Source: an optimization exercise on an open RTL-to-GDS flow (aim: small area, a short achievable clock period and few clock cycles). Production flows keep margins and buffers that such runs may drop. Function was checked by simulation only, so behaviour that the tests miss may differ from the original. Power and IR drop assume default switching activity.

old:
## bilinear_scaler
module bilinear_scaler (
    input  wire        clk,
    input  wire        rst,
    input  wire        start,
    input  wire        ch4,
    input  wire [15:0] src_addr,
    input  wire [15:0] dst_addr,
    input  wire [11:0] old_w,
    input  wire [11:0] old_h,
    input  wire [11:0] new_w,
    input  wire [11:0] new_h,
    output reg         busy,
    output reg         done,
    output reg         error,
    output reg         mem_valid,
    output reg         mem_we,
    output reg  [15:0] mem_addr,
    output reg  [7:0]  mem_wdata,
    input  wire        mem_ready,
    input  wire [7:0]  mem_rdata
);
clock: 13.0 ns
lec_check: 0
cap_margin: 20
core_margin: 2
core_utilization: 40
slew_margin: 20
run.sh (not shown) runs the stock make flow with config.mk's settings and CLKGATE_MAP_FILE= SYNTH_SCRIPT=/design/flow/synth_recipe.tcl, a recipe that flattens the netlist after the stock synthesis.
Testbench counts of old, summed over its fixed seeds: cycles 105,048.
--- input diff old..new ---
-- flow/design.v --
<<< old, line 22
    reg        c4;
    reg [11:0] ow, oh;           
    reg [11:0] owm1, ohm1, nw, nh;
    reg [13:0] dnw, dnh;         
    reg [15:0] stride;           
>>> new, line 22
    reg        c4;
    reg [11:0] ow, oh;           
    reg [11:0] nw, nh;
    reg [13:0] dnw, dnh;         
    reg [15:0] stride;           
<<< old, line 103
    end
    wire [15:0] rd_addr = pa + toff;
    wire [12:0] rxa = rx + {1'b0, owm1};
    wire [13:0] rxb = {1'b0, rx} + dnw;
    wire        rxw = !rxb[13];
    wire [12:0] rya = ry + {1'b0, ohm1};
    wire [13:0] ryb = {1'b0, ry} + dnh;
    wire        ryw = !ryb[13];
    wire [7:0] ia = arr_a ? mem_rdata : (par ? ct1 : ct0);
>>> new, line 103
    end
    wire [15:0] rd_addr = pa + toff;
    wire [13:0] rxb = {1'b0, rx} + dnw;
    wire [13:0] rxa = rxb + {2'b0, nw};
    wire        rxw = !rxb[13];
    wire [13:0] ryb = {1'b0, ry} + dnh;
    wire [13:0] rya = ryb + {2'b0, nh};
    wire        ryw = !ryb[13];
    wire [7:0] ia = arr_a ? mem_rdata : (par ? ct1 : ct0);
<<< old, line 139
    wire       res_lch = res0 ? d0_lch : d1_lch;
    wire push_now = res_now || (issue && byp_ok);
    wire wr_now = (qn != 2'd0) && (!rd_place || qn == 2'd2 || (qn == 2'd1 && (res_now || byp_ok)));
    wire [7:0] push_q   = res_now ? res_q : ia;
    wire       push_lch = res_now ? res_lch : last_px;
>>> new, line 139
    wire       res_lch = res0 ? d0_lch : d1_lch;
    wire push_now = res_now || (issue && byp_ok);
    wire wr_now = (qn != 2'd0) && (!rd_place || qn == 2'd2);
    wire [7:0] push_q   = res_now ? res_q : ia;
    wire       push_lch = res_now ? res_lch : last_px;
<<< old, line 202
    end
    always @(posedge clk) begin
        owm1   <= ow - 12'd1;
        ohm1   <= oh - 12'd1;
        dnw    <= {2'b0, ow} - 14'd1 - {2'b0, nw};
        dnh    <= {2'b0, oh} - 14'd1 - {2'b0, nh};
>>> new, line 202
    end
    always @(posedge clk) begin
        dnw    <= {2'b0, ow} - 14'd1 - {2'b0, nw};
        dnh    <= {2'b0, oh} - 14'd1 - {2'b0, nh};
<<< old, line 341
                        else     begin vt0 <= 1'b0; vb0 <= 1'b0; end
                    end else begin
                        rx <= rxa;
                    end
                end else begin
>>> new, line 339
                        else     begin vt0 <= 1'b0; vb0 <= 1'b0; end
                    end else begin
                        rx <= rxa[12:0];
                    end
                end else begin
<<< old, line 354
                            pa  <= row + stride;
                        end else begin
                            ry  <= rya;
                            pa  <= row;
                        end
>>> new, line 352
                            pa  <= row + stride;
                        end else begin
                            ry  <= rya[12:0];
                            pa  <= row;
                        end
Results
- new: flow completed, timing, DRC and antenna clean
- Higher overall die height among old and new: old
- Going from old to new, core utilization decreased by 0.19 points relative to the old numbers, complex-gate fraction of the synthesized area level, sequential fraction of total cell area roughly the same, part of the total power dissipated in the clock network now sits lower.
- Against old, design area in new fell slightly.
- [compare] base=old new=new: power shows a reduction of 1.5%; routed wire length shows an increase of 11000 um; final instance count without filler cells shows a reduction of 209; required time reported for the critical path endpoint shows a reduction of 0.03 ns; mean post-synth cell area shows no meaningful change.
- Sort old and new by via density per instance asc -> top: old
- new vs old — sequential cell count dropped about 3.3%.
- old ended up with rx[1]$_SDFFE_PN0P_ as its startpoint of the worst setup timing path; new ended up with nw[1]$_DFFE_PN_.
Testbench counts of new, summed over its fixed seeds: cycles 102,712.

Another version of the RTL of bilinear_scaler (not shown whole).
Size in the first run: about 6400 cells after synthesis, about 670 flip-flops, ~60000 um^2 of cells after synthesis.
Settings: LEC_CHECK=0, CAP_MARGIN=20, CORE_MARGIN=2, CORE_UTILIZATION=40, SLEW_MARGIN=20; clock period 13.0 ns.
Testbench counts at the start, summed over its fixed seeds: cycles 102,712.
Next try:
--- a/flow/design.v
+++ b/flow/design.v
@@ -13,20 +13,21 @@
     output reg         done,
     output reg         error,
     output reg         mem_valid,
     output reg         mem_we,
     output reg  [15:0] mem_addr,
     output reg  [7:0]  mem_wdata,
     input  wire        mem_ready,
     input  wire [7:0]  mem_rdata
 );
     reg        c4;
+    reg [11:0] ow, oh;           
     reg [11:0] nw, nh;
     reg [13:0] dnw, dnh;         
     reg [15:0] stride;           
     reg [23:0] den;              
     reg [25:0] den3;             
     reg        fetching;         
     reg [12:0] rx, ry;           
     reg [15:0] pa;               
     reg [15:0] row;              
     reg [15:0] sch;              
@@ -60,20 +61,24 @@
     reg        d0_triv, d1_triv, d0_lch, d1_lch;
     reg [3:0]  d0_sv, d1_sv;     
     reg [1:0]  qn;
     reg [7:0]  q0, q1;
     reg        q0_lch, q1_lch;
     wire adv   = !mem_valid || mem_ready;
     wire rd_ok = mem_valid && !mem_we;
     reg         xnorm, ynorm, xi, yi;
     wire [12:0] rxn = rx - {1'b0, nw};
     wire [12:0] ryn = ry - {1'b0, nh};
+    wire [13:0] rxn2c = {1'b0, rx} - {1'b0, nw, 1'b0};
+    wire        xn2 = !rxn2c[13];
+    wire [12:0] rxn2 = rxn2c[12:0];
+    wire [15:0] cval2 = c4 ? 16'd8 : 16'd6;
     wire        triv = !xi && !yi;
     wire [11:0] nrx = nw - rx[11:0];
     wire [11:0] nry = nh - ry[11:0];
     wire [1:0]  cn1 = c4 ? 2'd3 : 2'd2;
     wire [15:0] cval = c4 ? 16'd4 : 16'd3;
     wire va = par ? vt1 : vt0;
     wire vb = par ? vt0 : vt1;
     wire vc = par ? vb1 : vb0;
     wire vd = par ? vb0 : vb1;
     wire arr_a = rd_ok && o_tap[1:0] == 2'd0;
@@ -192,25 +197,29 @@
             if (issue && last_px && (k == cn1))
                 fetching <= 1'b0;
             if (!fetching && inflight == 4'd0) begin
                 busy      <= 1'b0;
                 done      <= 1'b1;
                 mem_valid <= 1'b0;
             end
         end
     end
     always @(posedge clk) begin
+        dnw    <= {2'b0, ow} - 14'd1 - {2'b0, nw};
+        dnh    <= {2'b0, oh} - 14'd1 - {2'b0, nh};
+        stride <= c4 ? {2'b0, ow, 2'b0} : {4'b0, ow} + {3'b0, ow, 1'b0};
+    end
+    always @(posedge clk) begin
         if (!busy) begin
             c4     <= ch4;
-            dnw    <= {2'b0, old_w} - 14'd1 - {2'b0, new_w};
-            dnh    <= {2'b0, old_h} - 14'd1 - {2'b0, new_h};
-            stride <= ch4 ? {2'b0, old_w, 2'b0} : {4'b0, old_w} + {3'b0, old_w, 1'b0};
+            ow     <= old_w;
+            oh     <= old_h;
             nw     <= new_w;
             nh     <= new_h;
             hreg   <= {8'd0, new_w};
             s_wy0  <= new_h;
             usel   <= 1'b0;
             pa     <= src_addr;
             row    <= src_addr;
             sch    <= src_addr;
             dptr   <= dst_addr;
             dch    <= dst_addr;
@@ -362,20 +371,26 @@
                     end else if (k != cn1) begin
                         k   <= k + 2'd1;
                         yc  <= nh - 12'd1;
                         ry  <= 13'd0;
                         yi  <= 1'b0;
                         sch <= sch + 16'd1;
                         row <= sch + 16'd1;
                         pa  <= sch + 16'd1;
                     end
                 end
+            end else if (fetching && xnorm && xn2) begin
+                rx  <= rxn2;
+                xnorm <= (rxn2 >= {1'b0, nw});
+                xi  <= (rxn2 != 13'd0);
+                pa  <= pa + cval2;
+                vt0 <= 1'b0; vb0 <= 1'b0; vt1 <= 1'b0; vb1 <= 1'b0;
             end else if (fetching && xnorm) begin
                 rx  <= rxn;
                 xnorm <= (rxn >= {1'b0, nw});
                 xi  <= (rxn != 13'd0);
                 pa  <= pa + cval;
                 par <= !par;
                 if (par) begin vt1 <= 1'b0; vb1 <= 1'b0; end
                 else     begin vt0 <= 1'b0; vb0 <= 1'b0; end
             end else if (fetching && ynorm) begin
                 ry  <= ryn;
Effect:
- total power rises by a few percent
- global-route usage rises by 0.18 points
- worst setup slack improves by 0.089 ns
- cell count rises by a few percent
- wire length rises by a few percent
- sequential share of layout area falls by 0.38 points
- combinational power rises by roughly a tenth
- synthesized area rises by a few percent
- sequential cell count rises by 24
- worst hold slack degrades by 0.0045 ns
- cell area rises by a few percent
- via count rises by a few percent
- sequential power rises by a few percent
- die area rises by a few percent
Testbench counts after the change, summed over its fixed seeds: cycles 101,240.

-- separate check: timing with driven ports --
In the flow no input, the clock included, has a driving cell. The finished layouts below were timed again as built, in two steps.
Step 1 assumes that a clkbuf_16 drives the clock port and a buf_2 every other input.
Step 2 adds t to the input delays and takes it off the output delays; t is the mean of the earliest and latest rising clock arrival at the registers after step 1. Input paths then give back, and output paths get back, about the clock's delay inside the block.
Three values: no drivers, after step 1, after step 2; two values: the first two.
run | shift t [ns] | setup WS [ns] | worst hold slack (ns) | worst slew at a driven data input, ns
old | 0.774 | 7.629 / 7.629 / 7.053 | 0.417 / 0.417 / 0.417 | 0.19
new | 0.780 | 7.418 / 7.418 / 7.391 | 0.416 / 0.416 / 0.416 | 0.17
the first run of note 2 | 0.750 | 7.426 / 7.426 / 6.831 | 0.416 / 0.416 / 0.416 | 0.08
the second run of note 2 | 0.770 | 7.515 / 7.481 / 6.711 | 0.411 / 0.411 / 0.411 | 0.21
After both steps setup and hold are still met in every run listed. For the second run of note 2, which loses most, drivers alone change the setup slack by -0.034 ns; drivers and shift together by -0.804 ns.
